From an optimization exercise on the open Yosys and OpenROAD flow, aimed at small area, a short achievable clock period and few clock cycles per item; shortcuts taken in it are not production practice. At most, simulation tests tie the RTL to the original design; equivalence was not proved.

==> flow/design.v (excerpt) <==
module snow3g_f9hash (
    input  wire        clk,
    input  wire        rst,           
    input  wire        start_valid,
    output wire        start_ready,
    input  wire [63:0] p,
    input  wire [63:0] q,
    input  wire [31:0] z5,
    input  wire [15:0] len,           
    input  wire        blk_valid,
    output wire        blk_ready,
    input  wire [63:0] blk,
    output wire        res_valid,
    input  wire        res_ready,
    output wire [63:0] eval,
    output wire [31:0] maci
);
    localparam [2:0] ST_IDLE = 3'd0;    
    localparam [2:0] ST_BLK  = 3'd1;    
    localparam [2:0] ST_FIN1 = 3'd2;    
    localparam [2:0] ST_FIN2 = 3'd3;    
    localparam [2:0] ST_FW0  = 3'd4;    
    localparam [2:0] ST_FW1  = 3'd5;    
    function [63:0] gf_sq(input [63:0] a);
        reg [127:0] t;
        integer i;
        begin
            t = 128'd0;
            for (i = 0; i < 64; i = i + 1)
                t[2 * i] = a[i];
            for (i = 126; i >= 64; i = i - 1)
                if (t[i])
                    t[i - 64 +: 5] = t[i - 64 +: 5] ^ 5'h1B;
            gf_sq = t[63:0];
        end
    endfunction
    reg [2:0]   state;
    reg [63:0]  x;              
    reg [63:0]  k_r;            
    reg [278:0] mid;            
    reg [63:0]  p_r, q_r;
    reg [31:0]  z5_r;
    reg [15:0]  len_r;
    reg [10:0]  blocks_left;    
    reg         need;           
    reg         slot;           
    reg         fresh1, fresh2; 
    reg         ev1, ev;        
    reg         rv;             
    reg [63:0]  eval_r;
  ...
Size in the first run: roughly 6100 cells after synthesis, ~700 flip-flops, about 340 I/O pins.
Settings: LEC_CHECK=0, CAP_MARGIN=20, CORE_MARGIN=2, CORE_UTILIZATION=40, CTS_BUF_LIST=sky130_fd_sc_hd__clkbuf_4 sky130_fd_sc_hd__clkbuf_8, PLACE_DENSITY=0.6, SETUP_SLACK_MARGIN=2.0, SLEW_MARGIN=20; clock period 5.0 ns.
run.sh (not shown) runs the stock make flow with config.mk's settings and CLKGATE_MAP_FILE= SYNTH_SCRIPT=/design/flow/synth_recipe.tcl, a recipe that flattens the netlist after the stock synthesis.
Change:
- CTS_BUF_LIST: sky130_fd_sc_hd__clkbuf_4 sky130_fd_sc_hd__clkbuf_8 -> unset
=> The changed run ran to the end with no violations. Clock skew hardly moves. Register-to-register slack improved by 0.11 ns. Hold slack is about the same. Cell area stays flat. Utilization is about the same.
No run of this note included a check of the RTL's function; only the layout flow was run.

* * *

snow3g_f9hash, a different RTL version from the one above (not shown whole).
Size: about 700 flip-flops, ~340 I/O pins, ~53000 um^2 of cells after synthesis.
clock: 5.0 ns
lec_check: 0
cap_margin: 20
core_margin: 2
core_utilization: 40
place_density: 0.5
setup_slack_margin: 2.0
slew_margin: 20
standard.sh (not shown) runs the stock make flow with config.mk's settings and CLKGATE_MAP_FILE= SYNTH_SCRIPT=/design/flow/synth_recipe.tcl, a recipe that flattens the netlist after the stock synthesis.
==> flow/flow/run.sh <==
#!/bin/bash
# The standard layout (the standard.sh: ORFS with the standard synthesis),
# with one change: the buffers that buffer_ports puts on every input and output
# port are sky130_fd_sc_hd__buf_1 instead of the delay cell
# sky130_fd_sc_hd__clkdlybuf4s50_1 that the resizer picks by default.
# The full output of the make run goes to flow_make.log in the work folder;
# each ORFS step also keeps its own log under orfs/logs/.
set -euo pipefail
export BUFFER_PORTS_ARGS="-buffer_cell sky130_fd_sc_hd__buf_1"
bash standard.sh finish > flow_make.log 2>&1
Testbench counts at the start, summed over its fixed seeds: cycles 1,921, blocks 1,787.
Change:
Settings changed: PLACE_DENSITY 0.5 to 0.6, SETUP_SLACK_MARGIN 2.0 to 2.25.
Utilization goes up by 0.81 points.
Cell area goes up by 1.7%.
Sequential share of layout area goes down by 0.36 points.
Worst setup slack improves by 0.14 ns.
Worst hold slack improves by 0.0069 ns.
Maximum frequency goes up by 4.8%.
Critical path depth stays the same.
Synthesized area is unchanged.
First-iteration DRC count goes up by about 16%.
Change:
Settings changed: SETUP_SLACK_MARGIN 2.25 to 2.0.
Count of clock-buffer cells in the layout stays the same.
Cell count drops by 0.51%.
Critical path depth climbs by 1.
Non-clock buffer count drops by 46.
Synthesized area does not change.
Utilization drops by 1.5 points.
Design area drops by 3.0%.
Wire length drops by about 0.34%.
Maximum frequency drops by 2.9%.
Change:
Settings changed: SETUP_SLACK_MARGIN 2.0 to 1.5.
Clock-buffer cell count is unchanged.
Cell area fell by a few percent.
Cell count is lower slightly.
Synthesized cell count is unchanged.
Clock skew barely changes.
Wire length is lower slightly.
Fmax fell by about a fifth.
Change:
Settings changed: CAP_MARGIN 20 to 0, SETUP_SLACK_MARGIN 1.5 to 2.0, SLEW_MARGIN 20 to 0.
The new run ran to the end with no violations.
Cell count rises by 0.44%.
Utilization rises by 1.3 points.
Wire length rises by 0.44%.
Final area rises by 2.7%.
Clock-buffer cell count rises by 4.

* * *

## alpha
snow3g_f9hash, a different RTL version from the one above (not shown whole).
Size in the first run: ~6000 cells after synthesis, about 700 flip-flops, ~340 I/O pins.
Settings: LEC_CHECK=0, CAP_MARGIN=20, CORE_MARGIN=2, CORE_UTILIZATION=40, PLACE_DENSITY=0.6, SETUP_SLACK_MARGIN=2.4, SLEW_MARGIN=20; clock period 5.0 ns.
Scripts as last shown in full above: flow/flow/run.sh
Testbench counts of alpha, summed over its fixed seeds: cycles 1,921, blocks 1,787.
Inputs modified between alpha and beta:
- SETUP_SLACK_MARGIN changed from 2.4 to 2.25
Findings:
- Relative to alpha, worst setup slack after layout has decreased by 54 ps in beta.
- Part of the cycle the worst path needs: alpha and beta compared, lower one is alpha
- Compared to alpha, the routing of beta uses less wire.
- In beta, number of buffers and inverters on the critical path is lower than in alpha.
- Max number of antenna diodes across alpha and beta: alpha
Inputs modified between beta and gamma:
- CTS_CLUSTER_SIZE: unset -> 30
==> comparison <==
- Count of clock-buffer cells in the layout: beta vs gamma identical
- Fraction of the mapped netlist area in simple logic gates came out exactly the same in gamma and beta.
- On smallest setup slack after layout, gamma and beta are neck and neck.
- As far as final period utilization is concerned, gamma and beta perform about the same.
- There was hardly any difference in design area between beta and gamma.
For delta, these inputs were changed with respect to gamma:
- CTS_CLUSTER_SIZE no longer set, was 30
- SETUP_SLACK_MARGIN now 2.0, was 2.25
==> comparison <==
In the metrics for gamma and delta, the one carrying the higher minimum period implied by the final worst setup slack is delta. Sort gamma and delta by timing-limited maximum frequency asc -> top: delta. From gamma to delta the numbers moved as follows: sequential share of layout area now sits higher.

==> separate check: timing with driven ports <==
The results above use ideal ports. As a check the final layouts listed here were re-extracted and re-timed, cells and wires unchanged.
Step 1 (the two cells are an assumption about what drives the block):
set clk [get_ports {clk}]
set_driving_cell -lib_cell sky130_fd_sc_hd__clkbuf_16 $clk
set_driving_cell -lib_cell sky130_fd_sc_hd__buf_2 [delete_from_list [all_inputs] $clk]
Step 2 times the ports against the registers' clock, not the clock port: input delays grow and output delays shrink by t, the midpoint of the rising clock arrivals with the driver on.
Slacks: ideal ports / drivers / drivers and shift; pairs: ideal ports / drivers.
run	shift t [ns]	slack for setup (ns)	worst setup path after step 2
the first run of note 1	0.964	1.799 / 1.799 / 1.321	input to register
the second run of note 1	0.786	1.908 / 1.908 / 1.386	input to register
the first run of note 2	0.785	1.906 / 1.906 / 1.706	input to register
the second run of note 2	0.788	2.047 / 2.047 / 1.935	input to register
the third run of note 2	0.798	1.957 / 1.957 / 1.866	input to register
the fourth run of note 2	0.793	1.460 / 1.460 / 1.460	register to register
the fifth run of note 2	0.805	1.904 / 1.904 / 1.836	input to register
alpha	0.804	2.147 / 2.147 / 1.758	input to register
beta	0.809	2.093 / 2.093 / 1.694	input to register
gamma	0.809	2.093 / 2.093 / 1.694	input to register
delta	0.808	1.836 / 1.836 / 1.461	input to register
After both steps setup and hold are still met in every run listed. For the second run of note 1, which loses most, drivers alone change the setup slack by 0.000 ns; drivers and shift together by -0.522 ns.
